Background: an optimization exercise with open tools, aiming at small area and a short achievable clock period. Do not read the settings as production practice.
At most, simulation tests tie the RTL to the original design; equivalence was not proved.
Only the layout flow was run in runs 1, 2 and 4 to 6; the RTL was not checked for function there.
Power figures rest on the tool's default switching activity, not on a simulated workload.

[design/flow/flow/run.sh]
#!/bin/bash
# The standard layout (standard.sh: the standard flow's synthesis, floorplan, place, CTS, route), with the
# port buffers that placement inserts on every input and output made from the small
# sky130_fd_sc_hd__buf_1 instead of the default pick; repair may still resize them.
set -euo pipefail
bash standard.sh 'BUFFER_PORTS_ARGS=-buffer_cell sky130_fd_sc_hd__buf_1' finish > standard_flow.log 2>&1
[design/flow/standard.sh]
#!/bin/bash
# synth_recipe.tcl (not shown) runs the flow's synth.tcl, then flattens the netlist and writes it again
# the make line also repeats each setting of config.mk as NAME=value (left out here)
make -C /OpenROAD-flow-scripts/flow DESIGN_CONFIG=/design/flow/config.mk WORK_HOME=/design/flow/orfs CLKGATE_MAP_FILE= SYNTH_SCRIPT=/design/flow/synth_recipe.tcl "${@:-finish}"
[design/flow/config.mk]
export PLATFORM = sky130hd
export DESIGN_NAME = cia402_fsm
export DESIGN_NICKNAME = cia402_fsm
export VERILOG_FILES = /design/flow/design.v
export SDC_FILE = /design/flow/constraint.sdc
export NUM_CORES = 4
export LEC_CHECK = 0
export CAP_MARGIN = 20
export CORE_MARGIN = 2
export CORE_UTILIZATION = 40
export SETUP_SLACK_MARGIN = 4
export SLEW_MARGIN = 20
export SYNTH_HIERARCHICAL = 1
export SYNTH_MINIMUM_KEEP_SIZE = 0
[design/flow/constraint.sdc]
create_clock -name core_clock -period 8.0 [get_ports {clk}]
set_input_delay 1.6000 -clock core_clock [delete_from_list [all_inputs] [get_ports {clk}]]
set_output_delay 1.6000 -clock core_clock [all_outputs]
set_load 0.01 [all_outputs]
[design/flow/design.v]
module cia402_gpn (
  input  wire gh,
  input  wire ph,
  input  wire gl,
  input  wire pl,
  output wire gn,
  output wire pn
);
  assign gn = !(gh | (ph & gl));
  assign pn = !(ph & pl);
endmodule
module cia402_gpp (
  input  wire ghn,
  input  wire phn,
  input  wire gln,
  input  wire pln,
  output wire g,
  output wire p
);
  assign g = !(ghn & (phn | gln));
  assign p = !(phn | pln);
endmodule
module cia402_gp1 (
  input  wire ah,
  input  wire bh,
  input  wire al,
  input  wire bl,
  output wire gn,
  output wire pn
);
  assign gn = !((ah & bh) | ((ah | bh) & al & bl));
  assign pn = !((ah | bh) & (al | bl));
endmodule
module cia402_gp1c (
  input  wire ah,
  input  wire bh,
  input  wire c,
  output wire gn
);
  assign gn = !((ah & bh) | ((ah | bh) & c));
endmodule
module cia402_add #(parameter W = 33, parameter CI = 1) (
  input  wire [W-1:0] a,
  input  wire [W-1:0] b,
  output wire [W-1:0] s,
  output wire [W-1:0] co
);
  localparam L = $clog2(W);
  wire [(L+1)*W-1:0] g;
  wire [(L+1)*W-1:0] p;
  wire g0 = CI ? (a[0] | b[0]) : (a[0] & b[0]);
  genvar l, i;
  generate
    for (l = 0; l <= L; l = l + 1) begin : z
      assign g[l*W] = g0;
      assign p[l*W] = 1'b0;
    end
    for (i = 1; i < W; i = i + 1) begin : l1
      if (i == 1) begin : c
        cia402_gp1c u (.ah(a[1]), .bh(b[1]), .c(g0), .gn(g[W+1]));
        assign p[W+1] = 1'b0;
      end else begin : n
        cia402_gp1 u (.ah(a[i]), .bh(b[i]), .al(a[i-1]), .bl(b[i-1]),
                      .gn(g[W+i]), .pn(p[W+i]));
      end
    end
    for (l = 2; l <= L; l = l + 1) begin : lvl
      for (i = 1; i < W; i = i + 1) begin : col
        if (i >= (1 << (l - 1))) begin : node
          localparam integer J  = i - (1 << (l - 1));
          localparam integer NJ = (J == 0) ? 0 :
                                  (($clog2(J + 1) < l - 1) ? $clog2(J + 1) : l - 1);
          wire gl = ((NJ % 2) == ((l - 1) % 2)) ? g[(l-1)*W+J] : !g[(l-1)*W+J];
          wire pl = ((NJ % 2) == ((l - 1) % 2)) ? p[(l-1)*W+J] : !p[(l-1)*W+J];
          if (((l - 1) % 2) == 0) begin : n
            cia402_gpn u (.gh(g[(l-1)*W+i]), .ph(p[(l-1)*W+i]), .gl(gl), .pl(pl),
                          .gn(g[l*W+i]), .pn(p[l*W+i]));
          end else begin : pp
            cia402_gpp u (.ghn(g[(l-1)*W+i]), .phn(p[(l-1)*W+i]), .gln(gl), .pln(pl),
                          .g(g[l*W+i]), .p(p[l*W+i]));
          end
        end else begin : pass
          assign g[l*W+i] = g[(l-1)*W+i];
          assign p[l*W+i] = p[(l-1)*W+i];
        end
      end
    end
    for (i = 0; i < W; i = i + 1) begin : cout
      if (i == 0) begin : c0
        assign co[0] = CI;
      end else begin : ck
        localparam integer NI = (i == 1) ? 0 : (($clog2(i) < L) ? $clog2(i) : L);
        assign co[i] = ((NI % 2) == 0) ? g[L*W+i-1] : !g[L*W+i-1];
      end
    end
  endgenerate
  assign s = a ^ b ^ co;
endmodule
module cia402_fsm (
  input  wire         clk,
  input  wire         rst,
  input  wire         start,
  input  wire         operational,
  input  wire         stop_req,
  input  wire [31:0]  cfg_target_vel,
  input  wire [7:0]   cfg_mode,
  input  wire [15:0]  cfg_max_torque,
  output wire         ex_req,
  input  wire         ex_valid,
  input  wire         ex_resp_fresh,
  input  wire [127:0] ex_in,
  input  wire [15:0]  ex_wkc,
  output wire [127:0] ex_out,
  output wire [2:0]   phase,
  output wire         exit_code,
  output wire [2:0]   dstate,
  output wire [32:0]  delta,
  output wire         delta_valid,
  output wire         moving,
  output wire         enable_evt,
  output wire [31:0]  enable_pos,
  output wire         report_valid,
  output wire [63:0]  report_cycle,
  output wire [15:0]  report_status,
  output wire [15:0]  report_control,
  output wire [31:0]  report_position,
  output wire [32:0]  report_delta,
  output wire [35:0]  report_rpm,
  output wire [31:0]  report_velocity,
  output wire [7:0]   report_mode,
  output wire [15:0]  report_wkc
);
  localparam [2:0] PH_IDLE   = 3'd0;
  localparam [2:0] PH_RUN    = 3'd1;
  localparam [2:0] PH_DRAIN  = 3'd2;
  localparam [2:0] PH_HALTED = 3'd3;
  localparam [2:0] PH_FAILED = 3'd4;
  reg [2:0]   phase_q;
  reg         run_flag;
  reg         ex_req_q;        
  reg         run_act_q;       
  reg         drain_q;         
  reg [63:0]  cnt;             
  reg [6:0]   c125;            
  reg [31:0]  start_pos;
  reg         motor_enabled;
  reg [15:0]  wkc;
  reg         cw7, cw3, cw21, cw0;    
  reg         tv_on;           
  reg         cfg_on;          
  reg [31:0]  out_tv;
  reg [15:0]  out_mt;
  reg [7:0]   out_mode;
  reg [15:0]  in_sw;           
  reg [2:0]   in_ds;           
  reg [31:0]  in_pos;          
  reg [31:0]  in_vel;          
  reg [7:0]   in_mode;         
  reg [32:0]  delta_q;         
  reg         moving_q;
  reg [35:0]  rpm_q;           
  reg         enable_evt_q;
  reg         report_q;
  wire in_idle  = (phase_q == PH_IDLE);
  wire in_run   = (phase_q == PH_RUN);
  wire do_start = in_idle && start && operational;
  wire do_sfail = in_idle && start && !operational;
  wire do_cycle = run_act_q && ex_valid;
  wire do_stop  = in_run && !run_flag;
  wire do_drain = drain_q && ex_valid;
  wire do_exch  = ex_req_q && ex_valid;
  wire take_in  = ex_req_q && ex_valid && ex_resp_fresh;
  wire do_halt  = do_drain && (cnt[5:0] == 6'd49);
  function [2:0] dec;
    input [15:0] s;
    begin
      case (s)
        16'h1208: dec = 3'd1;
        16'h1250: dec = 3'd2;
        16'h1231: dec = 3'd3;
        16'h1233: dec = 3'd4;
        16'h1237: dec = 3'd5;
        16'h1637: dec = 3'd5;
        default:  dec = 3'd0;
      endcase
    end
  endfunction
  wire [2:0] ex_ds      = dec(ex_in[15:0]);
  wire [2:0] new_dstate = ex_resp_fresh ? ex_ds : in_ds;
  wire ds_fault = (new_dstate == 3'd1);
  wire ds_sod   = (new_dstate == 3'd2);
  wire ds_swon  = (new_dstate == 3'd4);
  wire ds_open  = (new_dstate == 3'd5);
  wire ds_known = (new_dstate != 3'd0);
  wire do_latch = do_cycle && ds_open && !motor_enabled;
  wire rep_hit  = (cnt[1:0] == 2'd3) && (c125 == 7'd124);
  wire tv_on_next  = !rst && ((do_cycle && ds_known) ? ds_open :
                              (do_stop || do_drain) ? 1'b0 : tv_on);
  wire cfg_on_next = !rst && (cfg_on || do_cycle || do_stop || do_drain);
  wire [31:0] ex_pos  = ex_in[47:16];
  wire [31:0] ex_vel  = ex_in[79:48];
  wire [31:0] sp_eff = start_pos & {32{motor_enabled}};
  wire [32:0] dA = {ex_pos[31], ex_pos};
  wire [32:0] dB = ~{sp_eff[31], sp_eff};
  wire [32:0] ex_delta;
  wire [32:0] dC;
  cia402_add #(.W(33), .CI(1)) u_delta (.a(dA), .b(dB), .s(ex_delta), .co(dC));
  wire [35:0] ex_rpm;
  wire [35:0] rC;
  cia402_add #(.W(36), .CI(1)) u_rpm (.a({ex_vel, 4'd0}), .b(~{{4{ex_vel[31]}}, ex_vel}),
                                       .s(ex_rpm), .co(rC));
  wire [32:0] dH = dA ^ dB;
  wire [32:0] dO = dA | dB;
  wire [32:0] dN = dA & dB;
  wire hi_zero = (dC[10] == dH[10]) && (&(dH[32:11] ~^ dO[31:10]));
  wire hi_ones = (dC[10] != dH[10]) && (&(dH[32:11] ^ dN[31:10]));
  wire ex_big = !((hi_zero && (ex_delta[9:0] <= 10'd1000)) ||
                  (hi_ones && (ex_delta[9:0] >= 10'd24)));
  wire [2:0] phase_next = rst      ? PH_IDLE   :
                          do_start ? PH_RUN    :
                          do_sfail ? PH_FAILED :
                          do_stop  ? PH_DRAIN  :
                          do_halt  ? PH_HALTED : phase_q;
  wire run_next = rst || (run_flag && !stop_req);
  always @(posedge clk) begin
    phase_q  <= phase_next;
    run_flag <= run_next;
    ex_req_q  <= ((phase_next == PH_RUN) && run_next) || (phase_next == PH_DRAIN);
    run_act_q <= (phase_next == PH_RUN) && run_next;
    drain_q   <= (phase_next == PH_DRAIN);
    tv_on    <= tv_on_next;
    cfg_on   <= cfg_on_next;
    out_tv   <= cfg_target_vel & {32{tv_on_next}};
    out_mt   <= cfg_max_torque & {16{cfg_on_next}};
    out_mode <= cfg_mode & {8{cfg_on_next}};
    if (rst) begin
      start_pos     <= 32'd0;
      motor_enabled <= 1'b0;
      cw7           <= 1'b0;
      cw3           <= 1'b0;
      cw21          <= 1'b0;
      cw0           <= 1'b0;
      in_sw         <= 16'd0;
      in_ds         <= 3'd0;
      in_pos        <= 32'd0;
      in_vel        <= 32'd0;
      in_mode       <= 8'd0;
      rpm_q         <= 36'd0;
      delta_q       <= 33'd0;
      moving_q      <= 1'b0;
      enable_evt_q  <= 1'b0;
      report_q      <= 1'b0;
    end else begin
      enable_evt_q <= do_latch;
      report_q     <= do_cycle && rep_hit;
      if (take_in) begin
        in_sw   <= ex_in[15:0];
        in_ds   <= ex_ds;
        in_pos  <= ex_pos;
        in_vel  <= ex_vel;
        in_mode <= ex_in[119:112];
        rpm_q   <= ex_rpm;
      end
      if (!motor_enabled)
        start_pos <= take_in ? ex_pos : in_pos;
      if (do_latch) begin
        motor_enabled <= 1'b1;
        delta_q       <= 33'd0;
        moving_q      <= 1'b0;
      end else if (take_in) begin
        delta_q       <= ex_delta;
        moving_q      <= motor_enabled && ex_big;
      end
      if (do_cycle && ds_known) begin
        cw7  <= ds_fault;
        cw3  <= ds_swon || ds_open;
        cw21 <= !ds_fault;
        cw0  <= !ds_fault && !ds_sod;
      end
      if (do_stop || do_drain) begin
        cw7  <= 1'b0;
        cw3  <= 1'b0;
        cw21 <= 1'b0;
        cw0  <= 1'b0;
      end
    end
  end
  wire [63:0] cnt_inc;
  genvar k;
  generate
    for (k = 0; k < 64; k = k + 1) begin : incb
      if (k == 0) begin : b0
        assign cnt_inc[k] = !cnt[0];
      end else begin : bk
        assign cnt_inc[k] = cnt[k] ^ (&cnt[k-1:0]);
      end
    end
  endgenerate
  always @(posedge clk) begin
    if (in_idle || do_stop)
      cnt <= 64'd0;
    else if (do_exch)
      cnt <= cnt_inc;
    if (in_idle)
      c125 <= 7'd0;
    else if (do_cycle && cnt[1:0] == 2'd3)
      c125 <= (c125 == 7'd124) ? 7'd0 : c125 + 7'd1;
    if (do_exch)
      wkc <= ex_wkc;
  end
  wire [15:0] cw = {8'd0, cw7, 3'd0, cw3, cw21, cw21, cw0};
  assign ex_req      = ex_req_q;
  assign ex_out      = {8'd0, out_mode, out_mt, 16'd0, out_tv, 32'd0, cw};
  assign phase       = phase_q;
  assign exit_code   = phase_q[2];
  assign dstate      = in_ds;
  assign delta       = delta_q;
  assign delta_valid = motor_enabled;
  assign moving      = moving_q;
  assign enable_evt  = enable_evt_q;
  assign enable_pos  = in_pos;
  assign report_valid    = report_q;
  assign report_cycle    = cnt;
  assign report_status   = in_sw;
  assign report_control  = cw;
  assign report_position = in_pos;
  assign report_delta    = delta_q;
  assign report_rpm      = rpm_q;
  assign report_velocity = in_vel;
  assign report_mode     = in_mode;
  assign report_wkc      = wkc;
endmodule
==> results by group, run 1 <==
Worst setup path
  • Crit-path max FO: 4
  • Critical path origin: ex_in[16]
  • Reg2reg end: moving_q
  • R2R Setup Slk: 4.45 ns
  • R2r worst-path depth: 11
  • Crit-path slowest cell: xnor3_1
  • Worst setup EP type: flip-flop
  • Top cell by count, worst path: inv_1
  • CP peak stage delay: 0.52 ns
  • CP Capture Point: moving_q
  • Worst-path cell chain: buf_1 -> inv_1 -> ha_1 -> inv_1 -> a21o_1 -> o21ai_2 -> inv_1 -> a21oi_2 -> xnor3_1 -> nor4_4 -> a2111oi_0 -> a41oi_1 -> o211ai_1 -> a21oi_1
  • Reg-to-reg startpoint: motor_enabled
  • Worst Path Arrival: 4.45 ns
  • Critical Path Source Type: primary input
  • Kind of critical path: primary input to flip-flop
  • CP bufs+invs: 4
  • Stages on worst setup path: 14
  • Top cell family by delay on the critical path: compound AO/OA/AOI/OAI gates
  • CP required: 8.51 ns

Timing
  • Hold Vio Cnt, Final: 0
  • Highest clock rate: 253.6 MHz
  • Fin. max-slew vios: 0
  • Rel. slew slack: 50.05%
  • TNS Setup: 0 ns
  • Final min period: 3.944 ns
  • Final period util: 49.30%
  • Unrepaired setup endpoints after global routing: yes
  • Finish-stage setup viols: 0
  • Clk_skew: 0.02433 ns
  • Final worst slack: 4.056 ns
  • Worst-margin pin slew: 0.7452 ns

Route
  • Routed WL per cell: 18.14 um
  • Drt total wl: 66.24 mm
  • Starting DRT DRC Count: 1066
  • Vias per cell: 5.142
  • Residual DRC count: 0
  • DRT Pass-1 Iters: 5
  • DR vias: 18780
  • ANT nets after route: 0

CTS
  • Hold_buf cts: 0
  • CTS sink cnt: 352
  • Worst-Skew Late Latency: 0.58 ns
  • Reg clk slew, reported paths: 0.06 ns
  • CTS root buf: clkbuf_16
  • Clk buf depth: 3
  • H-tree depth: 2
  • CTS buffer count: 40
  • CTS tree: yes

Synth
  • Mean Syn Cell Area: 8.382 um2
  • Ys Warns: 7
  • Syn Inst Count: 2482
  • Post-Syn Area: 20800 um2

Pwr
  • VDD IR max: 0.1583 mV
  • PD cells: 175.9 nW/um2
  • LEAKAGE: 0.009150 uW

Die
  • Die area: 53850 um2
  • Core box area: 51410 um2
  • Row count: 83
  • Width of the chip: 232.1 um
  • IO Count: 665
  • Initial Util: 40.47%
  • Die Y: 232.1 um

Finish
  • Area Growth Syn to Fin: 16.05%
  • Layout fillers: 5165
  • Finished Layout Cells: 3652
  • Layout Nets: 3206
  • Layout cell share with drive strength beyond 1: 10.70%
  • Seq. cell area: 7207 um2
  • Multi-input logic area: 12070 um2
  • # diodes: 0

Run
  • Max-Cap Viols: 0

Placed design
  • PortBufs: 546
  • Final HPWL DP: 51.07 mm
  • RD Place Congestion: 0.9076
  • Setup WS pre-CTS: 2.845 ns
  • Dpl cells: 3576

Worst hold path
  • Worst Hold Class: flip-flop to flip-flop
  • Hold path start: rpm_q[34]

Run status
  • Status: complete, no violations

Global route
  • First-pass GRT wire length: 99.85 mm
  • GRT overflow: 0
  • GRT Util Overall: 23.72%
  • Largest net degree at the start of global routing: 117
  • Vias in the first global route: 17460
  • Number of antenna violations at the first check in global routing: 1
cell usage in the layout, fill, tap and decap left out, drive strengths merged, types with 13 or more instances in the layout:
cell     instances
a21oi          341
or2             63
nand3           24
and2            29
o2bb2ai         32
ha              57
xnor2           64
dfxtp          336
xor2            29
nor2           172
edfxtp          16
buf            561
xnor3           44
nand2          456
o22ai           63
xor3            23
a31oi           63
and3            13
inv            119
nor4            25
nor3            16
conb            99
o21ai          132
nand4           17
nor2b           34
clkbuf          57
repair_timing:
action                                  4_1_cts  5_1_grt
endpoints found under the setup margin      146       34
gates cloned                                  1        0
pin swaps                                     0        0
buffers inserted                              0        2
gates resized for setup                       5        3
power breakdown:
| part | internal, uW | switching [uW] | leakage [uW] |
|---|---|---|---|
| registers | 1780 | 9.88 | 0.00285 |
| logic | 210 | 346 | 0.00562 |
| clock network | 1130 | 773 | 0.000677 |
| total | 3120 | 1130 | 0.00915 |
flip-flops by register name, indices dropped and copies added, names as in the netlist, 32 cells and up:
name	flops
delta_q	33
in_vel	32
in_pos	32
out_tv	32
start_pos	32
rpm_q	36
cnt	64
per-layer routing:
layer / share of wire, % / vias up / GRT usage (%)
li1: - / 9195 / -
met1: 45 / 8891 / 31.61
met2: 46 / 618 / 38.22
met3: 7.7 / 74 / 5.943
met4: 2.2 / 0 / 6.150
met5: 0 / - / 0
area by class of cell:
cell class	instances	share of cell area, %
multi-input cells	1866	49.97
repair inverters	1	0.02073
clock buffers	56	4.851
inverters	119	1.866
well taps	680	3.524
clock inverters	16	0.8085
flip-flops and latches	352	29.85
repair buffers	562	9.106
how the worst min path moves through the flow:
stage,depth (start not counted),to
after floorplan,2,start_pos[0]
after CTS,2,rpm_q[34]
after global routing,2,in_mode[7]
after global placement,2,in_sw[15]
final,2,rpm_q[34]
after detailed placement,2,in_vel[31]
worst register-to-register path: stages, from the launching register on:
cell       delay (ns)
dfxtp_1          0.33
buf_4            0.38
nand2_1          0.30
o22ai_1          0.36
nor2_1           0.12
a21oi_2          0.31
xnor3_1          0.55
nor4_4           0.39
a2111oi_0        0.19
a41oi_1          0.19
o211ai_1         0.19
a21oi_1          0.19
metrics by stage:
step | cell area, um2 | utilization, % | hold WS (ns) | total power (uW)
final | 24140 | 46.97 | 0.4528 | 4248
after global routing | 24140 | 46.97 | 0.4698 | 4419
after CTS | 24090 | 46.86 | 0.4555 | 4288
after detailed placement | 22700 | 44.15 | 0.4466 | 2378
after global placement | 22700 | 44.15 | 0.4400 | 2375
after floorplan | 21170 | - | 0.4364 | 2235
==> run 2: changes to the inputs <==
--- a/design/flow/config.mk
+++ b/design/flow/config.mk
@@ -10,3 +10,3 @@
 export CORE_UTILIZATION = 40
-export SETUP_SLACK_MARGIN = 4
+export SETUP_SLACK_MARGIN = 5
 export SLEW_MARGIN = 20
==> run 2 against run 1 <==
  * Utilization grew 3.0 points
  * Critical path depth increased by 2
  * Critical path type unchanged
  * Flip-flop and latch count is the same
  * Largest cell class unchanged
==> results by group, run 2 <==
Worst hold path
  • Hold path cells: 2 (unchanged)
  • Hold endpoint: rpm_q[29]
  • Worst Hold Class: flip-flop to flip-flop
  • Hold path start: rpm_q[29]

Die
  • Core box area: 51410 um2 (unchanged)
  • Initial Util: 40.47% (unchanged)
  • Die Y: 232.1 um (unchanged)
  • IO Count: 665 (unchanged)
  • Width of the chip: 232.1 um (unchanged)
  • Die area: 53850 um2 (unchanged)
  • Row count: 83 (unchanged)

CTS
  • Reg clk slew, reported paths: 0.06 ns (about the same)
  • Hold_buf cts: 0 (unchanged)
  • Clk buf depth: 3 (unchanged)
  • H-tree depth: 2 (unchanged)
  • Worst-Skew Late Latency: 0.58 ns (about the same)
  • CTS root buf: clkbuf_16
  • CTS tree: yes
  • CTS sink cnt: 352 (unchanged)
  • CTS buffer count: 41 (+2.5%)

Worst setup path
  • R2R Setup Slk: 4.83 ns (+0.38 ns)
  • Reg2reg end: moving_q
  • Crit-path max FO: 4 (unchanged)
  • Reg-to-reg startpoint: motor_enabled
  • Worst Path Arrival: 3.78 ns (-0.67 ns)
  • Kind of critical path: primary input to flip-flop
  • Worst setup EP type: flip-flop
  • R2r worst-path depth: 13 (+2)
  • Critical Path Source Type: primary input
  • CP required: 8.47 ns (-0.04 ns)

Finish
  • Number of flip-flops in the largest register: 64 (unchanged)
  • Final Core Density: 49.94% (+3.0 points)
  • Layout Nets: 3255 (+1.5%)
  • Area Growth Syn to Fin: 23.39%
  • Layout cell share with drive strength beyond 1: 19.32% (+8.6 points)
  • Fin area: 25670 um2 (+6.3%)
  • Commonest non-fill, non-tap cell in the layout: buf_1
  • Top Registers: cnt x64, rpm_q x36, delta_q x33
  • Top reg by flops: cnt
  • Commonest non-fill, non-tap cells in the layout: buf_1, nand2_1, dfxtp_1
  • Layout fillers: 4971 (-3.8%)

Route
  • DR vias: 19100 (+1.7%)
  • Starting DRT DRC Count: 1099 (+3.1%)
  • Vias per cell: 5.154 (+0.24%)
  • ANT nets after route: 0 (unchanged)
  • Routed WL per cell: 18.33 um (+1.1%)
  • DRT Pass-1 Iters: 5 (unchanged)
  • Residual DRC count: 0 (unchanged)
  • Drt total wl: 67.94 mm (+2.6%)

Run status
  • Status: complete, no violations

Pwr
  • VDD IR max: 0.1536 mV (-2.9%)
  • PD cells: 170.7 nW/um2 (-3.0%)
  • LEAKAGE: 0.009745 uW (+6.5%)

Timing
  • Worst-margin pin slew: 0.9548 ns (+0.2096 ns)
  • Hold Vio Cnt, Final: 0 (unchanged)
  • Rel. slew slack: 36.35% (-14 points)
  • Highest clock rate: 301.9 MHz (+19%)
  • Clk_skew: 0.02449 ns (+0.0001567 ns)
  • TNS Setup: 0 ns (unchanged)
  • Final min period: 3.313 ns (-0.6309 ns)
  • Unrepaired setup endpoints after global routing: yes
  • Finish-stage setup viols: 0 (unchanged)
  • Fin. max-slew vios: 0 (unchanged)
  • Final period util: 41.41% (-7.9 points)

Synth
  • Ys Warns: 7 (unchanged)
  • Post-Syn Area: 20800 um2 (unchanged)
  • Mean Syn Cell Area: 8.382 um2 (unchanged)
  • Syn Inst Count: 2482 (unchanged)

Global route
  • GRT Util Overall: 23.65% (-0.069 points)
  • Largest net degree at the start of global routing: 108 (-7.7%)
  • First-pass GRT wire length: 100.1 mm (+0.29%)
  • GRT overflow: 0 (unchanged)
  • Number of antenna violations at the first check in global routing: 3 (+2)
  • Vias in the first global route: 17620 (+0.89%)

Placed design
  • Placed Area: 23020 um2 (+1.4%)
  • PortBufs: 546 (unchanged)
  • Final HPWL DP: 49.89 mm (-2.3%)
  • RD Place Congestion: 0.9798 (+8.0%)

Run
  • Max-Cap Viols: 0 (unchanged)
-- run 2: metrics by stage --
step,total power (uW),instances,worst slack (ns),hold slack [ns]
after global placement,2378,3574,3.418,0.4410
after CTS,4396,3673,4.750,0.4553
after detailed placement,2385,3574,3.406,0.4480
final,4383,3706,4.687,0.4535
after global routing,4563,3703,4.635,0.4703
after floorplan,2240,2580,4.566,0.4364
-- run 2: worst max-delay path, stage by stage --
cell	delay, ns
buf_6	0.11
inv_12	0.05
ha_4	0.13
inv_6	0.04
a21o_1	0.17
o21ai_4	0.11
inv_2	0.09
a21oi_4	0.14
xnor3_2	0.30
buf_4	0.15
buf_4	0.12
and3_1	0.16
o2111ai_4	0.12
nand3_1	0.11
o211ai_1	0.28
a21oi_1	0.09
-- run 2: cell type report --
type | instances | area [um2] | share of cell area (%)
flip-flops and latches | 352 | 7209 | 28.09
multi-input cells | 1867 | 12790 | 49.82
repair inverters | 1 | 7.507 | 0.02925
repair buffers | 609 | 2867 | 11.17
clock buffers | 58 | 1181 | 4.601
inverters | 119 | 511.7 | 1.994
diodes | 3 | 7.507 | 0.02925
well taps | 680 | 850.8 | 3.314
clock inverters | 17 | 245.2 | 0.9554
-- run 2: worst max path at each step --
stage	from	endpoint	cells past startpoint
after floorplan	ex_in[16]	moving_q	10
after global placement	ex_in[16]	moving_q	14
after detailed placement	ex_in[16]	moving_q	14
after CTS	ex_in[16]	moving_q	14
after global routing	ex_in[16]	moving_q	16
final	ex_in[16]	moving_q	16
-- run 2: metal layers --
metal | share of wire (%) | global-route usage (%) | routed length (um)
met5 | 0 | 0 | 0
met2 | 48 | 40.18 | 32640
met1 | 43 | 30.20 | 29480
met4 | 1.8 | 5.589 | 1230
met3 | 6.7 | 5.636 | 4583
-- run 2: where the power goes --
part | internal (uW) | switching, uW
clock network | 1200 | 776
registers | 1780 | 10.1
logic | 243 | 373
-- run 2: repair_timing --
action,CTS,global route
buffers inserted,21,26
gates cloned,3,4
endpoints found under the setup margin,242,109
gates resized for setup,119,126
pin swaps,25,44
==> run 3: changes to the inputs <==
--- a/design/flow/design.v
+++ b/design/flow/design.v
@@ -47,3 +47,15 @@
 );
-  localparam L = $clog2(W);
+  function integer cl2;
+    input integer x;
+    integer v;
+    begin
+      cl2 = 0;
+      v = 1;
+      while (v < x) begin
+        v = v * 2;
+        cl2 = cl2 + 1;
+      end
+    end
+  endfunction
+  localparam L = cl2(W);
   wire [(L+1)*W-1:0] g;
@@ -71,3 +83,3 @@
           localparam integer NJ = (J == 0) ? 0 :
-                                  (($clog2(J + 1) < l - 1) ? $clog2(J + 1) : l - 1);
+                                  ((cl2(J + 1) < l - 1) ? cl2(J + 1) : l - 1);
           wire gl = ((NJ % 2) == ((l - 1) % 2)) ? g[(l-1)*W+J] : !g[(l-1)*W+J];
@@ -91,3 +103,3 @@
       end else begin : ck
-        localparam integer NI = (i == 1) ? 0 : (($clog2(i) < L) ? $clog2(i) : L);
+        localparam integer NI = (i == 1) ? 0 : ((cl2(i) < L) ? cl2(i) : L);
         assign co[i] = ((NI % 2) == 0) ? g[L*W+i-1] : !g[L*W+i-1];
==> run 3 against run 2 <==
  * Highest routed layer unchanged
  * Fmax unchanged
  * Global-route usage did not move
  * Hold slack unchanged
  * Synthesized cell count unchanged
  * Clock skew unchanged
  * Die area is the same
  * Critical endpoint unchanged
==> results by group, run 3 <==
Timing
  • Hold Vio Cnt, Final: 0 (unchanged)
  • Finish-stage setup viols: 0 (unchanged)
  • TNS Setup: 0 ns (unchanged)
  • Rel. slew slack: 36.35% (unchanged)
  • Clk_skew: 0.02449 ns (unchanged)
  • Final min period: 3.313 ns (unchanged)
  • Fin. max-slew vios: 0 (unchanged)
  • Highest clock rate: 301.9 MHz (unchanged)
  • Final period util: 41.41% (unchanged)
  • Worst-margin pin slew: 0.9548 ns (unchanged)
  • Unrepaired setup endpoints after global routing: yes

Pwr
  • LEAKAGE: 0.009745 uW (unchanged)
  • PD cells: 170.7 nW/um2 (unchanged)
  • Final total power: 4383 uW (unchanged)
  • VDD IR max: 0.1536 mV (unchanged)

CTS
  • Worst-Skew Late Latency: 0.58 ns (about the same)
  • CTS tree: yes
  • H-tree depth: 2 (unchanged)
  • CTS buffer count: 41 (unchanged)
  • Reg clk slew, reported paths: 0.06 ns (about the same)
  • CTS sink cnt: 352 (unchanged)
  • Clk buf depth: 3 (unchanged)
  • CTS root buf: clkbuf_16

Finish
  • Top reg by flops: cnt
  • Fin area: 25670 um2 (unchanged)
  • Layout Nets: 3255 (unchanged)
  • Commonest non-fill, non-tap cell in the layout: buf_1
  • Area Growth Syn to Fin: 23.39% (unchanged)
  • Seq. cell area: 7209 um2 (unchanged)
  • Layout fillers: 4971 (unchanged)
  • Layout cell share with drive strength beyond 1: 19.32% (unchanged)
  • Multi-input logic area: 12790 um2 (unchanged)
  • Top Registers: cnt x64, rpm_q x36, delta_q x33
  • Number of flip-flops in the largest register: 64 (unchanged)
  • Commonest non-fill, non-tap cells in the layout: buf_1, nand2_1, dfxtp_1

Route
  • DR vias: 19100 (unchanged)
  • Vias per cell: 5.154 (unchanged)
  • Drt total wl: 67.94 mm (unchanged)
  • Routed WL per cell: 18.33 um (unchanged)
  • DRT Pass-1 Iters: 5 (unchanged)
  • Starting DRT DRC Count: 1099 (unchanged)
  • Residual DRC count: 0 (unchanged)
  • ANT nets after route: 0 (unchanged)

Worst setup path
  • Crit-path slowest cell: xnor3_2
  • Worst Path Arrival: 3.78 ns (about the same)
  • Worst setup EP type: flip-flop
  • Top cell family by delay on the critical path: compound AO/OA/AOI/OAI gates
  • Crit-path max FO: 4 (unchanged)
  • CP required: 8.47 ns (about the same)
  • Critical Path Source Type: primary input
  • CP bufs+invs: 6 (unchanged)
  • Worst-path cell chain: buf_6 -> inv_12 -> ha_4 -> inv_6 -> a21o_1 -> o21ai_4 -> inv_2 -> a21oi_4 -> xnor3_2 -> buf_4 -> buf_4 -> and3_1 -> o2111ai_4 -> nand3_1 -> o211ai_1 -> a21oi_1
  • Kind of critical path: primary input to flip-flop
  • Top cell by count, worst path: buf_4
  • CP peak stage delay: 0.30 ns (about the same)

Die
  • Initial Util: 40.47% (unchanged)
  • Core box area: 51410 um2 (unchanged)
  • Width of the chip: 232.1 um (unchanged)
  • Row count: 83 (unchanged)
  • Die area: 53850 um2 (unchanged)
  • IO Count: 665 (unchanged)
  • Die Y: 232.1 um (unchanged)

Global route
  • GRT Util Overall: 23.65% (unchanged)
  • Met2 usage: 40.18% (unchanged)
  • GRT overflow: 0 (unchanged)
  • Met3 usage: 5.636% (unchanged)
  • Vias in the first global route: 17620 (unchanged)
  • First-pass GRT wire length: 100.1 mm (unchanged)
  • GR Util met1: 30.20% (unchanged)
  • Largest net degree at the start of global routing: 108 (unchanged)
  • Number of antenna violations at the first check in global routing: 3 (unchanged)
  • Most Used Layer, Global Route: met2

Run status
  • Status: complete, no violations

Placed design
  • RD Place Congestion: 0.9798 (unchanged)
  • Final HPWL DP: 49.89 mm (unchanged)
  • PortBufs: 546 (unchanged)
  • Placed Area: 23020 um2 (unchanged)

Synth
  • Syn Inst Count: 2482 (unchanged)
  • Ys Warns: 7 (unchanged)
  • Mean Syn Cell Area: 8.382 um2 (unchanged)
  • Post-Syn Area: 20800 um2 (unchanged)

Run
  • Max-Cap Viols: 0 (unchanged)

Worst hold path
  • Worst Hold Class: flip-flop to flip-flop
-- run 3: final timing paths --
kind	from	to	slack (ns)	depth (start not counted)
setup reg to reg	motor_enabled	moving_q	4.83	13
hold reg to reg	rpm_q[29]	rpm_q[29]	0.45	2
hold / removal	rpm_q[29]	rpm_q[29]	0.45	2
setup / recovery	ex_in[16]	moving_q	4.69	16
-- run 3: what timing repair did --
item                       CTS  global route
setup endpoints to repair  242           109
pin swaps                   25            44
setup buffers               21            26
hold buffers                 0             0
gates resized for setup    119           126
gates cloned                 3             4
-- run 3: tightest hold or removal path, delay by kind of cell (launching register included) --
family,cells,cell delay (ns)
AOI/OAI and AO/OA,1,0.05
DFF,1,0.30
and+or+nand+nor,1,0.05
-- run 3: final cells by class --
cell class / instances / share of cell area, %
clock inverters: 17 / 0.9554
repair buffers: 609 / 11.17
multi-input cells: 1867 / 49.82
diodes: 3 / 0.02925
well taps: 680 / 3.314
flip-flops and latches: 352 / 28.09
repair inverters: 1 / 0.02925
inverters: 119 / 1.994
clock buffers: 58 / 4.601
-- run 3: stage by stage --
stage	setup WS [ns]	cells	util, %	hold WS (ns)
2_1_floorplan	4.566	2580	-	0.4364
3_3_place_gp	3.418	3574	44.79	0.4410
3_5_place_dp	3.406	3574	44.79	0.4480
4_1_cts	4.750	3673	48.69	0.4553
5_1_grt	4.635	3703	49.92	0.4703
6_report	4.687	3706	49.94	0.4535
-- run 3: report_power, final --
part / internal (uW) / total (uW) / switching (uW)
Clock: 1200 / 1970 / 776
Sequential: 1780 / 1790 / 10.1
Combinational: 243 / 616 / 373
Total: 3220 / 4380 / 1160
-- run 3: per-layer routing --
layer	up-vias	share of wire, %
met5	-	0
met4	0	1.8
met3	71	6.7
met2	576	48
met1	9132	43
li1	9322	-
==> run 4: changes to the inputs <==
--- a/design/flow/design.v
+++ b/design/flow/design.v
@@ -108,3 +108,42 @@
   endgenerate
-  assign s = a ^ b ^ co;
+  wire [W-1:0] h = a ^ b;
+  generate
+    for (i = 0; i < W; i = i + 1) begin : sum
+      cia402_x2 u (.a(h[i]), .b(co[i]), .y(s[i]));
+    end
+  endgenerate
+endmodule
+module cia402_x2 (
+  input  wire a,
+  input  wire b,
+  output wire y
+);
+  assign y = a ^ b;
+endmodule
+module cia402_dec (
+  input  wire [15:0] s,
+  output wire [2:0]  code,
+  output wire        f_fault,
+  output wire        f_sod,
+  output wire        f_rtso,
+  output wire        f_swon,
+  output wire        f_open
+);
+  assign f_fault = (s == 16'h1208);
+  assign f_sod   = (s == 16'h1250);
+  assign f_rtso  = (s == 16'h1231);
+  assign f_swon  = (s == 16'h1233);
+  assign f_open  = (s == 16'h1237) || (s == 16'h1637);
+  assign code = f_fault ? 3'd1 : f_sod ? 3'd2 : f_rtso ? 3'd3 : f_swon ? 3'd4 :
+                f_open ? 3'd5 : 3'd0;
+endmodule
+module cia402_near (
+  input  wire [9:0] d,
+  input  wire       z,
+  input  wire       o,
+  output wire       near
+);
+  wire ge1001 = (&d[9:5]) && (d[4] || (d[3] && (d[2] || d[1] || d[0])));
+  wire ge24   = (|d[9:5]) || (d[4] && d[3]);
+  assign near = (z && !ge1001) || (o && ge24);
 endmodule
@@ -184,24 +223,19 @@
   wire take_in  = ex_req_q && ex_valid && ex_resp_fresh;
-  wire do_halt  = do_drain && (cnt[5:0] == 6'd49);
-  function [2:0] dec;
-    input [15:0] s;
-    begin
-      case (s)
-        16'h1208: dec = 3'd1;
-        16'h1250: dec = 3'd2;
-        16'h1231: dec = 3'd3;
-        16'h1233: dec = 3'd4;
-        16'h1237: dec = 3'd5;
-        16'h1637: dec = 3'd5;
-        default:  dec = 3'd0;
-      endcase
-    end
-  endfunction
-  wire [2:0] ex_ds      = dec(ex_in[15:0]);
-  wire [2:0] new_dstate = ex_resp_fresh ? ex_ds : in_ds;
-  wire ds_fault = (new_dstate == 3'd1);
-  wire ds_sod   = (new_dstate == 3'd2);
-  wire ds_swon  = (new_dstate == 3'd4);
-  wire ds_open  = (new_dstate == 3'd5);
-  wire ds_known = (new_dstate != 3'd0);
+  wire last_drain = (cnt[5:0] == 6'd49);
+  wire do_halt  = do_drain && last_drain;
+  wire [2:0] ex_ds;
+  wire ex_fault, ex_sod, ex_rtso, ex_swon, ex_open;
+  cia402_dec u_dec (.s(ex_in[15:0]), .code(ex_ds), .f_fault(ex_fault), .f_sod(ex_sod),
+                    .f_rtso(ex_rtso), .f_swon(ex_swon), .f_open(ex_open));
+  wire q_fault = (in_ds == 3'd1);
+  wire q_sod   = (in_ds == 3'd2);
+  wire q_swon  = (in_ds == 3'd4);
+  wire q_open  = (in_ds == 3'd5);
+  wire q_known = (in_ds != 3'd0);
+  wire ex_known = ex_fault || ex_sod || ex_rtso || ex_swon || ex_open;
+  wire ds_fault = ex_resp_fresh ? ex_fault : q_fault;
+  wire ds_sod   = ex_resp_fresh ? ex_sod   : q_sod;
+  wire ds_swon  = ex_resp_fresh ? ex_swon  : q_swon;
+  wire ds_open  = ex_resp_fresh ? ex_open  : q_open;
+  wire ds_known = ex_resp_fresh ? ex_known : q_known;
   wire do_latch = do_cycle && ds_open && !motor_enabled;
@@ -228,4 +262,7 @@
   wire hi_ones = (dC[10] != dH[10]) && (&(dH[32:11] ^ dN[31:10]));
-  wire ex_big = !((hi_zero && (ex_delta[9:0] <= 10'd1000)) ||
-                  (hi_ones && (ex_delta[9:0] >= 10'd24)));
+  wire ex_near;
+  cia402_near u_near (.d(ex_delta[9:0]), .z(hi_zero), .o(hi_ones), .near(ex_near));
+  wire run_next   = rst || (run_flag && !stop_req);
+  wire run_act_nx = !rst && !stop_req && (run_act_q || (do_start && run_flag));
+  wire drain_nx   = !rst && (do_stop || (drain_q && !do_halt));
   wire [2:0] phase_next = rst      ? PH_IDLE   :
@@ -235,14 +272,16 @@
                           do_halt  ? PH_HALTED : phase_q;
-  wire run_next = rst || (run_flag && !stop_req);
+  wire keep_delta = !rst && !do_latch;
   always @(posedge clk) begin
-    phase_q  <= phase_next;
-    run_flag <= run_next;
-    ex_req_q  <= ((phase_next == PH_RUN) && run_next) || (phase_next == PH_DRAIN);
-    run_act_q <= (phase_next == PH_RUN) && run_next;
-    drain_q   <= (phase_next == PH_DRAIN);
-    tv_on    <= tv_on_next;
-    cfg_on   <= cfg_on_next;
-    out_tv   <= cfg_target_vel & {32{tv_on_next}};
-    out_mt   <= cfg_max_torque & {16{cfg_on_next}};
-    out_mode <= cfg_mode & {8{cfg_on_next}};
+    phase_q   <= phase_next;
+    run_flag  <= run_next;
+    ex_req_q  <= run_act_nx || drain_nx;
+    run_act_q <= run_act_nx;
+    drain_q   <= drain_nx;
+    tv_on     <= tv_on_next;
+    cfg_on    <= cfg_on_next;
+    out_tv    <= cfg_target_vel & {32{tv_on_next}};
+    out_mt    <= cfg_max_torque & {16{cfg_on_next}};
+    out_mode  <= cfg_mode & {8{cfg_on_next}};
+    delta_q   <= {33{keep_delta}} & (take_in ? ex_delta : delta_q);
+    moving_q  <= keep_delta && (take_in ? (motor_enabled && !ex_near) : moving_q);
     if (rst) begin
@@ -260,4 +299,2 @@
       rpm_q         <= 36'd0;
-      delta_q       <= 33'd0;
-      moving_q      <= 1'b0;
       enable_evt_q  <= 1'b0;
@@ -277,10 +314,4 @@
         start_pos <= take_in ? ex_pos : in_pos;
-      if (do_latch) begin
+      if (do_latch)
         motor_enabled <= 1'b1;
-        delta_q       <= 33'd0;
-        moving_q      <= 1'b0;
-      end else if (take_in) begin
-        delta_q       <= ex_delta;
-        moving_q      <= motor_enabled && ex_big;
-      end
       if (do_cycle && ds_known) begin
==> run 4 against run 3 <==
  * Non-clock buffer count fell by 10
  * Flip-flop and latch count did not move
  * Clock-buffer cell count did not move
  * Still clean
  * Sequential power barely moved
  * Critical path type unchanged
  * Sequential share of layout area rose by 0.31 points
  * Utilization fell by 0.34 points
  * Register-to-register slack improved by 0.22 ns
  * Design area fell by 1.1%
  * Combinational power fell by 2%
  * Die area fell by 0.55%
  * Critical path depth fell by 2
  * Clock skew rose by 0.0015 ns
==> results by group, run 4 <==
Timing
  • Hold slack: 0.4521 ns (-0.001427 ns)
  • Worst-margin pin slew: 1.087 ns (+0.1326 ns)
  • Clk_skew: 0.02598 ns (+0.001491 ns)
  • Finish-stage setup viols: 0 (unchanged)
  • Final period util: 40.63% (-0.78 points)
  • TNS Setup: 0 ns (unchanged)
  • Fin. max-slew vios: 0 (unchanged)
  • Final min period: 3.250 ns (-0.06263 ns)
  • Unrepaired setup endpoints after global routing: yes
  • Rel. slew slack: 27.51% (-8.8 points)
  • Hold Vio Cnt, Final: 0 (unchanged)
  • Highest clock rate: 307.7 MHz (+1.9%)

Finish
  • # diodes: 0 (-3)
  • Number of flip-flops in the largest register: 64 (unchanged)
  • Area Growth Syn to Fin: 22.75%
  • Layout cell share with drive strength beyond 1: 18.15% (-1.2 points)
  • Layout fillers: 5031 (+1.2%)
  • Seq. cell area: 7212 um2 (about the same)
  • Top reg by flops: cnt
  • Final Core Density: 49.60% (-0.34 points)
  • Layout Nets: 3367 (+3.4%)
  • Commonest non-fill, non-tap cells in the layout: buf_1, nand2_1, dfxtp_1
  • Fin area: 25390 um2 (-1.1%)
  • Multi-input logic area: 12570 um2 (-1.7%)
  • Commonest non-fill, non-tap cell in the layout: buf_1
  • Top Registers: cnt x64, rpm_q x36, delta_q x33

Pwr
  • LEAKAGE: 0.009160 uW (-6.0%)
  • PD cells: 169.6 nW/um2 (-0.65%)
  • VDD IR max: 0.1645 mV (+7.1%)
  • Final total power: 4308 uW (-1.7%)

CTS
  • Reg clk slew, reported paths: 0.06 ns (about the same)
  • H-tree depth: 2 (unchanged)
  • CTS tree: yes
  • Worst-Skew Late Latency: 0.58 ns (about the same)
  • CTS sink cnt: 352 (unchanged)
  • Clk buf depth: 3 (unchanged)
  • CTS root buf: clkbuf_16
  • CTS buffer count: 41 (unchanged)

Worst setup path
  • Worst Path Arrival: 3.70 ns (-0.08 ns)
  • Critical Path Source Type: primary input
  • Kind of critical path: primary input to flip-flop
  • Worst setup EP type: flip-flop
  • CP required: 8.45 ns (-0.02 ns)
  • R2r worst-path depth: 15 (+2)
  • Crit-path max FO: 8 (+4)

Placed design
  • RD Place Congestion: 0.9700 (-1.0%)
  • PortBufs: 546 (unchanged)
  • Final HPWL DP: 51.74 mm (+3.7%)
  • Placed Area: 22740 um2 (-1.2%)

Global route
  • GRT overflow: 0 (unchanged)
  • Met3 usage: 4.208% (-1.4 points)
  • GR Util met1: 31.34% (+1.1 points)
  • First-pass GRT wire length: 104.9 mm (+4.7%)
  • Number of antenna violations at the first check in global routing: 1 (-2)
  • GRT Util Overall: 24.93% (+1.3 points)
  • Vias in the first global route: 18580 (+5.5%)
  • Met2 usage: 42.21% (+2.0 points)
  • Largest net degree at the start of global routing: 91 (-16%)
  • Most Used Layer, Global Route: met2

Route
  • Vias per cell: 5.247 (+1.8%)
  • DR vias: 20020 (+4.8%)
  • Drt total wl: 70.99 mm (+4.5%)
  • Starting DRT DRC Count: 1212 (+10%)
  • ANT nets after route: 0 (unchanged)
  • Routed WL per cell: 18.61 um (+1.5%)
  • Residual DRC count: 0 (unchanged)
  • DRT Pass-1 Iters: 5 (unchanged)

Die
  • Row count: 83 (unchanged)
  • Die Y: 231.4 um (-0.28%)
  • Initial Util: 40.41% (-0.063 points)
  • Core box area: 51200 um2 (-0.40%)
  • Die area: 53550 um2 (-0.55%)
  • IO Count: 665 (unchanged)
  • Width of the chip: 231.4 um (-0.28%)

Synth
  • Mean Syn Cell Area: 7.969 um2 (-4.9%)
  • Post-Syn Area: 20690 um2 (-0.56%)
  • Syn Inst Count: 2596 (+4.6%)
  • Ys Warns: 7 (unchanged)

Run status
  • Status: complete, no violations

Run
  • Max-Cap Viols: 0 (unchanged)

Worst hold path
  • Worst Hold Class: flip-flop to flip-flop
  • Hold path cells: 2 (unchanged)
[run 4: worst paths after layout]
check,start,end,slack (ns)
setup / recovery,ex_in[19],moving_q,4.75
hold reg to reg,rpm_q[20],rpm_q[20],0.45
setup reg to reg,motor_enabled,moving_q,5.05
hold / removal,rpm_q[20],rpm_q[20],0.45
[run 4: routing by layer]
metal | share of wire (%) | wire length [um]
met5 | 0 | 0
met4 | 4.3 | 3034
met3 | 6.2 | 4371
met2 | 47 | 33650
met1 | 42 | 29940
[run 4: power breakdown]
part	total [uW]	leakage, uW	switching [uW]	internal, uW
combinational	603	0.00562	402	201
clock	1900	0.000682	787	1110
sequential	1800	0.00286	15.7	1790
total	4310	0.00916	1200	3100
[run 4: stage by stage]
step                std cells  setup WS (ns)
global placement         3691          3.550
detailed placement       3691          3.474
floorplan                2694          4.583
CTS                      3804          4.749
finish                   3815          4.750
global route             3815          4.661
[run 4: what timing repair did]
item | CTS | global route
setup buffers | 32 | 10
pin swaps | 32 | 25
gates cloned | 6 | 1
hold buffers | 0 | 0
hold endpoints to repair | 0 | 0
endpoints found under the setup margin | 230 | 128
resized for setup | 131 | 121
[run 4: cell type report]
class / count / share of cell area (%)
tap: 680 / 3.350
clock buffer: 58 / 4.691
inverter: 144 / 2.183
timing repair buffer: 599 / 11.10
multi-input combinational: 1964 / 49.49
clock inverter: 17 / 0.7588
sequential: 352 / 28.40
timing repair inverter: 1 / 0.02956
[run 4: critical path, stage by stage]
cell	delay [ns]
buf_8	0.11
a31oi_4	0.14
or2_1	0.17
o21ai_2	0.08
a21oi_2	0.23
o21ai_4	0.11
xnor2_2	0.22
nand4_1	0.20
nor4_4	0.38
o31ai_1	0.13
nand2_1	0.09
nor3_1	0.04
a21oi_1	0.13
nor2_1	0.06
==> run 5: changes to the inputs <==
--- a/design/flow/design.v
+++ b/design/flow/design.v
@@ -125,15 +125,32 @@
   output wire [2:0]  code,
-  output wire        f_fault,
-  output wire        f_sod,
-  output wire        f_rtso,
-  output wire        f_swon,
-  output wire        f_open
+  output wire        f_known,
+  output wire        f_open,
+  output wire        f_cw7,
+  output wire        f_cw3,
+  output wire        f_cw21,
+  output wire        f_cw0
 );
-  assign f_fault = (s == 16'h1208);
-  assign f_sod   = (s == 16'h1250);
-  assign f_rtso  = (s == 16'h1231);
-  assign f_swon  = (s == 16'h1233);
-  assign f_open  = (s == 16'h1237) || (s == 16'h1637);
-  assign code = f_fault ? 3'd1 : f_sod ? 3'd2 : f_rtso ? 3'd3 : f_swon ? 3'd4 :
-                f_open ? 3'd5 : 3'd0;
+  wire fault = (s == 16'h1208);
+  wire sod   = (s == 16'h1250);
+  wire rtso  = (s == 16'h1231);
+  wire swon  = (s == 16'h1233);
+  wire open  = (s == 16'h1237) || (s == 16'h1637);
+  assign code    = fault ? 3'd1 : sod ? 3'd2 : rtso ? 3'd3 : swon ? 3'd4 :
+                   open ? 3'd5 : 3'd0;
+  assign f_known = fault || sod || rtso || swon || open;
+  assign f_open  = open;
+  assign f_cw7   = fault;
+  assign f_cw3   = swon || open;
+  assign f_cw21  = sod || rtso || swon || open;
+  assign f_cw0   = rtso || swon || open;
+endmodule
+module cia402_sel (
+  input  wire nrst,
+  input  wire a,
+  input  wire x,
+  input  wire k,
+  input  wire r,
+  output wire y
+);
+  assign y = nrst && ((a && x) || (!(a && k) && r));
 endmodule
@@ -143,3 +160,5 @@
   input  wire       o,
-  output wire       near
+  input  wire       s,
+  input  wire       q,
+  output wire       y
 );
@@ -147,3 +166,4 @@
   wire ge24   = (|d[9:5]) || (d[4] && d[3]);
-  assign near = (z && !ge1001) || (o && ge24);
+  wire near   = (z && !ge1001) || (o && ge24);
+  assign y = (s && !near) || q;
 endmodule
@@ -226,20 +246,28 @@
   wire [2:0] ex_ds;
-  wire ex_fault, ex_sod, ex_rtso, ex_swon, ex_open;
-  cia402_dec u_dec (.s(ex_in[15:0]), .code(ex_ds), .f_fault(ex_fault), .f_sod(ex_sod),
-                    .f_rtso(ex_rtso), .f_swon(ex_swon), .f_open(ex_open));
-  wire q_fault = (in_ds == 3'd1);
-  wire q_sod   = (in_ds == 3'd2);
-  wire q_swon  = (in_ds == 3'd4);
-  wire q_open  = (in_ds == 3'd5);
+  wire ex_known, ex_open, ex_cw7, ex_cw3, ex_cw21, ex_cw0;
+  cia402_dec u_dec (.s(ex_in[15:0]), .code(ex_ds), .f_known(ex_known), .f_open(ex_open),
+                    .f_cw7(ex_cw7), .f_cw3(ex_cw3), .f_cw21(ex_cw21), .f_cw0(ex_cw0));
   wire q_known = (in_ds != 3'd0);
-  wire ex_known = ex_fault || ex_sod || ex_rtso || ex_swon || ex_open;
-  wire ds_fault = ex_resp_fresh ? ex_fault : q_fault;
-  wire ds_sod   = ex_resp_fresh ? ex_sod   : q_sod;
-  wire ds_swon  = ex_resp_fresh ? ex_swon  : q_swon;
-  wire ds_open  = ex_resp_fresh ? ex_open  : q_open;
-  wire ds_known = ex_resp_fresh ? ex_known : q_known;
+  wire q_open  = (in_ds == 3'd5);
+  wire q_cw7   = (in_ds == 3'd1);
+  wire q_cw3   = (in_ds == 3'd4) || (in_ds == 3'd5);
+  wire q_cw21  = q_known && !q_cw7;
+  wire q_cw0   = (in_ds == 3'd3) || q_cw3;
+  wire ds_open  = ex_resp_fresh ? ex_open : q_open;
   wire do_latch = do_cycle && ds_open && !motor_enabled;
   wire rep_hit  = (cnt[1:0] == 2'd3) && (c125 == 7'd124);
-  wire tv_on_next  = !rst && ((do_cycle && ds_known) ? ds_open :
-                              (do_stop || do_drain) ? 1'b0 : tv_on);
+  wire cyc_f  = do_cycle && ex_resp_fresh;
+  wire cyc_h  = do_cycle && !ex_resp_fresh && q_known;
+  wire clr_cw = do_stop || do_drain;
+  wire tv_on_next, cw7_nx, cw3_nx, cw21_nx, cw0_nx;
+  cia402_sel u_tv  (.nrst(!rst), .a(cyc_f), .x(ex_open), .k(ex_known),
+                    .r(cyc_h ? q_open : (!clr_cw && tv_on)), .y(tv_on_next));
+  cia402_sel u_cw7 (.nrst(!rst), .a(cyc_f), .x(ex_cw7), .k(ex_known),
+                    .r(cyc_h ? q_cw7 : (!clr_cw && cw7)), .y(cw7_nx));
+  cia402_sel u_cw3 (.nrst(!rst), .a(cyc_f), .x(ex_cw3), .k(ex_known),
+                    .r(cyc_h ? q_cw3 : (!clr_cw && cw3)), .y(cw3_nx));
+  cia402_sel u_cw21 (.nrst(!rst), .a(cyc_f), .x(ex_cw21), .k(ex_known),
+                     .r(cyc_h ? q_cw21 : (!clr_cw && cw21)), .y(cw21_nx));
+  cia402_sel u_cw0 (.nrst(!rst), .a(cyc_f), .x(ex_cw0), .k(ex_known),
+                    .r(cyc_h ? q_cw0 : (!clr_cw && cw0)), .y(cw0_nx));
   wire cfg_on_next = !rst && (cfg_on || do_cycle || do_stop || do_drain);
@@ -262,4 +290,7 @@
   wire hi_ones = (dC[10] != dH[10]) && (&(dH[32:11] ^ dN[31:10]));
-  wire ex_near;
-  cia402_near u_near (.d(ex_delta[9:0]), .z(hi_zero), .o(hi_ones), .near(ex_near));
+  wire keep_delta = !rst && !do_latch;
+  wire moving_nx;
+  cia402_near u_near (.d(ex_delta[9:0]), .z(hi_zero), .o(hi_ones),
+                      .s(keep_delta && take_in && motor_enabled),
+                      .q(keep_delta && !take_in && moving_q), .y(moving_nx));
   wire run_next   = rst || (run_flag && !stop_req);
@@ -272,3 +303,2 @@
                           do_halt  ? PH_HALTED : phase_q;
-  wire keep_delta = !rst && !do_latch;
   always @(posedge clk) begin
@@ -285,3 +315,7 @@
     delta_q   <= {33{keep_delta}} & (take_in ? ex_delta : delta_q);
-    moving_q  <= keep_delta && (take_in ? (motor_enabled && !ex_near) : moving_q);
+    moving_q  <= moving_nx;
+    cw7       <= cw7_nx;
+    cw3       <= cw3_nx;
+    cw21      <= cw21_nx;
+    cw0       <= cw0_nx;
     if (rst) begin
@@ -289,6 +323,2 @@
       motor_enabled <= 1'b0;
-      cw7           <= 1'b0;
-      cw3           <= 1'b0;
-      cw21          <= 1'b0;
-      cw0           <= 1'b0;
       in_sw         <= 16'd0;
@@ -316,14 +346,2 @@
         motor_enabled <= 1'b1;
-      if (do_cycle && ds_known) begin
-        cw7  <= ds_fault;
-        cw3  <= ds_swon || ds_open;
-        cw21 <= !ds_fault;
-        cw0  <= !ds_fault && !ds_sod;
-      end
-      if (do_stop || do_drain) begin
-        cw7  <= 1'b0;
-        cw3  <= 1'b0;
-        cw21 <= 1'b0;
-        cw0  <= 1'b0;
-      end
     end
==> run 5 against run 4 <==
  * Hold slack improved by 0.0024 ns
  * Largest power group unchanged
  * Routed wire length fell by 3.7%
  * Utilization fell by 0.66 points
  * Synthesized cell count fell by 0.27%
  * Clock power barely moved
  * Sequential power barely moved
  * Synthesized area barely moved
  * Fmax rose by 4.2%
  * Cell count fell by 0.34%
  * Critical path depth fell by 6
  * Power fell by 0.51%
  * Clock-buffer cell count fell by 8
==> results by group, run 5 <==
Run status
  • Status: complete, no violations

CTS
  • Clk buf depth: 3 (unchanged)
  • CTS sink cnt: 352 (unchanged)
  • H-tree depth: 2 (unchanged)
  • CTS tree: yes
  • Hold_buf cts: 0 (unchanged)
  • CTS buffer count: 40 (-2.4%)
  • Reg clk slew, reported paths: 0.05 ns (about the same)
  • CTS root buf: clkbuf_16
  • Worst-Skew Late Latency: 0.57 ns (about the same)

Die
  • Die area: 53580 um2 (about the same)
  • Die Y: 231.5 um (about the same)
  • Width of the chip: 231.5 um (about the same)
  • Core box area: 51200 um2 (unchanged)
  • Row count: 83 (unchanged)
  • IO Count: 665 (unchanged)
  • Initial Util: 40.43% (about the same)

Worst hold path
  • Worst Hold Class: flip-flop to flip-flop

Timing
  • Finish-stage setup viols: 0 (unchanged)
  • TNS Setup: 0 ns (unchanged)
  • Clk_skew: 0.01177 ns (-0.01421 ns)
  • Final worst slack: 4.881 ns (+0.1312 ns)
  • Rel. slew slack: 32.61% (+5.1 points)
  • Final period util: 38.99% (-1.6 points)
  • Fin. max-slew vios: 0 (unchanged)
  • Worst-margin pin slew: 1.011 ns (-0.07663 ns)
  • Highest clock rate: 320.6 MHz (+4.2%)
  • Hold Vio Cnt, Final: 0 (unchanged)
  • Final min period: 3.119 ns (-0.1312 ns)
  • Unrepaired setup endpoints after global routing: yes

Finish
  • Top reg by flops: cnt
  • Layout cell share with drive strength beyond 1: 16.14% (-2.0 points)
  • Top Registers: cnt x64, rpm_q x36, delta_q x33
  • Final Core Density: 48.94% (-0.66 points)
  • Area Growth Syn to Fin: 21.05%
  • Commonest non-fill, non-tap cells in the layout: buf_1, nand2_1, dfxtp_1
  • Commonest non-fill, non-tap cell in the layout: buf_1
  • Number of flip-flops in the largest register: 64 (unchanged)
  • Layout fillers: 5156 (+2.5%)
  • # diodes: 0 (unchanged)
  • Layout Nets: 3356 (-0.33%)

Placed design
  • RD Place Congestion: 0.9520 (-1.9%)
  • Setup WS pre-CTS: 3.210 ns (-0.2646 ns)
  • Final HPWL DP: 49.66 mm (-4.0%)
  • PortBufs: 546 (unchanged)

Route
  • DRT Pass-1 Iters: 7 (+2)
  • Drt total wl: 68.39 mm (-3.7%)
  • DR vias: 19670 (-1.7%)
  • ANT nets after route: 0 (unchanged)
  • Routed WL per cell: 17.99 um (-3.3%)
  • Vias per cell: 5.174 (-1.4%)
  • Starting DRT DRC Count: 1055 (-13%)
  • Residual DRC count: 0 (unchanged)

Run
  • Max-Cap Viols: 0 (unchanged)

Worst setup path
  • CP required: 8.45 ns (about the same)
  • Worst Path Arrival: 3.57 ns (-0.13 ns)
  • Crit-path max FO: 10 (+2)
  • Critical Path Source Type: primary input
  • Worst setup EP type: flip-flop
  • Kind of critical path: primary input to flip-flop

Global route
  • GRT overflow: 0 (unchanged)
  • GRT Util Overall: 23.96% (-0.98 points)
  • First-pass GRT wire length: 101.8 mm (-2.9%)
  • Number of antenna violations at the first check in global routing: 1 (unchanged)
  • Largest net degree at the start of global routing: 90 (-1.1%)
  • Vias in the first global route: 18340 (-1.3%)

Synth
  • Post-Syn Area: 20700 um2 (about the same)
  • Syn Inst Count: 2589 (-0.27%)
  • Mean Syn Cell Area: 7.994 um2 (+0.32%)
  • Ys Warns: 7 (unchanged)

Pwr
  • VDD IR max: 0.1664 mV (+1.1%)
  • LEAKAGE: 0.009176 uW (+0.17%)
  • PD cells: 171.1 nW/um2 (+0.85%)
==> run 5: layout make-up <==
cell class | count | area (um2) | area share (%)
Clock inverter | 22 | 234.0 | 0.9339
Clock buffer | 50 | 1120 | 4.470
Multi-Input combinational cell | 1960 | 12380 | 49.41
Tap cell | 680 | 850.8 | 3.396
Sequential cell | 352 | 7214 | 28.80
Timing Repair Buffer | 596 | 2709 | 10.81
Timing Repair inverter | 1 | 7.507 | 0.02996
Inverter | 141 | 539.3 | 2.152
==> run 5: stage by stage <==
stage          power (uW)  cell area [um2]  hold WS (ns)  instances
2_1_floorplan        2233            21240        0.4435       2687
3_3_place_gp         2376            22700        0.4431       3684
3_5_place_dp         2382            22700        0.4481       3684
4_1_cts              4301            24660        0.4570       3788
5_1_grt              4449            25050        0.4700       3802
6_report             4286            25050        0.4544       3802
==> run 5: per-layer routing <==
metal | track usage [%] | up-vias | wire, um | share of wire, %
li1 | - | 9553 | - | -
met1 | 28.89 | 9325 | 27900 | 41
met2 | 43.08 | 673 | 34490 | 50
met3 | 3.888 | 121 | 3802 | 5.6
met4 | 7.863 | 0 | 2205 | 3.2
met5 | 0 | - | 0 | 0
==> run 5: final timing paths <==
kind	endpoint	cells after the start	slack [ns]	from
worst max-delay path	moving_q	8	4.88	ex_in[28]
worst min-delay path	rpm_q[30]	2	0.45	rpm_q[30]
worst max register to register	moving_q	15	5.04	motor_enabled
worst min register to register	rpm_q[30]	2	0.45	rpm_q[30]
==> run 5: what timing repair did <==
action | in CTS | in global routing
pin swaps | 24 | 20
endpoints found under the setup margin | 255 | 149
resized for setup | 113 | 85
gates cloned | 6 | 2
buffers inserted | 26 | 12
==> run 5: critical path: stages <==
cell      delay, ns
clkbuf_4       0.23
inv_1          0.07
ha_1           0.35
xnor2_1        0.17
or4_1          0.53
nor3_4         0.29
o41ai_2        0.12
a31o_1         0.22
==> run 5: power breakdown <==
| part | switching (uW) | internal [uW] |
|---|---|---|
| Combinational | 395 | 197 |
| Sequential | 14.4 | 1790 |
| Clock | 789 | 1100 |
==> run 6: changes to the inputs <==
--- a/design/flow/config.mk
+++ b/design/flow/config.mk
@@ -9,3 +9,3 @@
 export CORE_MARGIN = 2
-export CORE_UTILIZATION = 40
+export CORE_UTILIZATION = 65
 export SETUP_SLACK_MARGIN = 5
==> run 6 against run 5 <==
  * The flow now stops in 3_2_place_iop
  * Synthesized area did not move
  * Synthesized cell count did not move
==> results by group, run 6 <==
Synth
  • Ys Warns: 7 (unchanged)
  • Mean Syn Cell Area: 7.994 um2 (unchanged)
  • Post-Syn Area: 20700 um2 (unchanged)
  • Syn Inst Count: 2589 (unchanged)

Die
  • Row count: 65 (-22%)
  • Die Y: 182.4 um (-21%)
  • Width of the chip: 182.4 um (-21%)
  • Initial Util: 65.76% (+25 points)

Run status
  • Status: did not finish
  • Error: [ERROR PPL-0024] Number of IO pins (665) exceeds maximum number of available positions (652). Increase the die perimeter from 729.78um to 904.40um.
  • Exit stage: 3_2_place_iop

port drivers added, routing unchanged:
In the flow no input, the clock included, has a driving cell. The finished layouts below were timed again as built, in two steps.
Step 1 (the two cells are an assumption about what drives the block):
set clk [get_ports {clk}]
set_driving_cell -lib_cell sky130_fd_sc_hd__clkbuf_16 $clk
set_driving_cell -lib_cell sky130_fd_sc_hd__buf_2 [delete_from_list [all_inputs] $clk]
Step 2 times the ports against the registers' clock, not the clock port: input delays grow and output delays shrink by t, the midpoint of the rising clock arrivals with the driver on.
a / b / c = ideal ports / drivers / drivers and shift; a / b = the first two.
run | t (ns) | slack for setup (ns) | slew at the worst register clock pin (ns) | worst slew at a driven data input, ns
run 1 | 0.625 | 4.056 / 4.052 / 3.427 | 0.06 / 0.06 | 0.08
run 2 | 0.628 | 4.687 / 4.706 / 4.078 | 0.06 / 0.06 | 0.09
run 3 | 0.628 | 4.687 / 4.706 / 4.078 | 0.06 / 0.06 | 0.09
run 4 | 0.630 | 4.750 / 4.736 / 4.106 | 0.07 / 0.07 | 0.13
run 5 | 0.624 | 4.881 / 4.883 / 4.259 | 0.07 / 0.07 | 0.12
After both steps setup and hold are still met in every run listed. For run 4, which loses most, drivers alone change the setup slack by -0.014 ns; drivers and shift together by -0.644 ns.
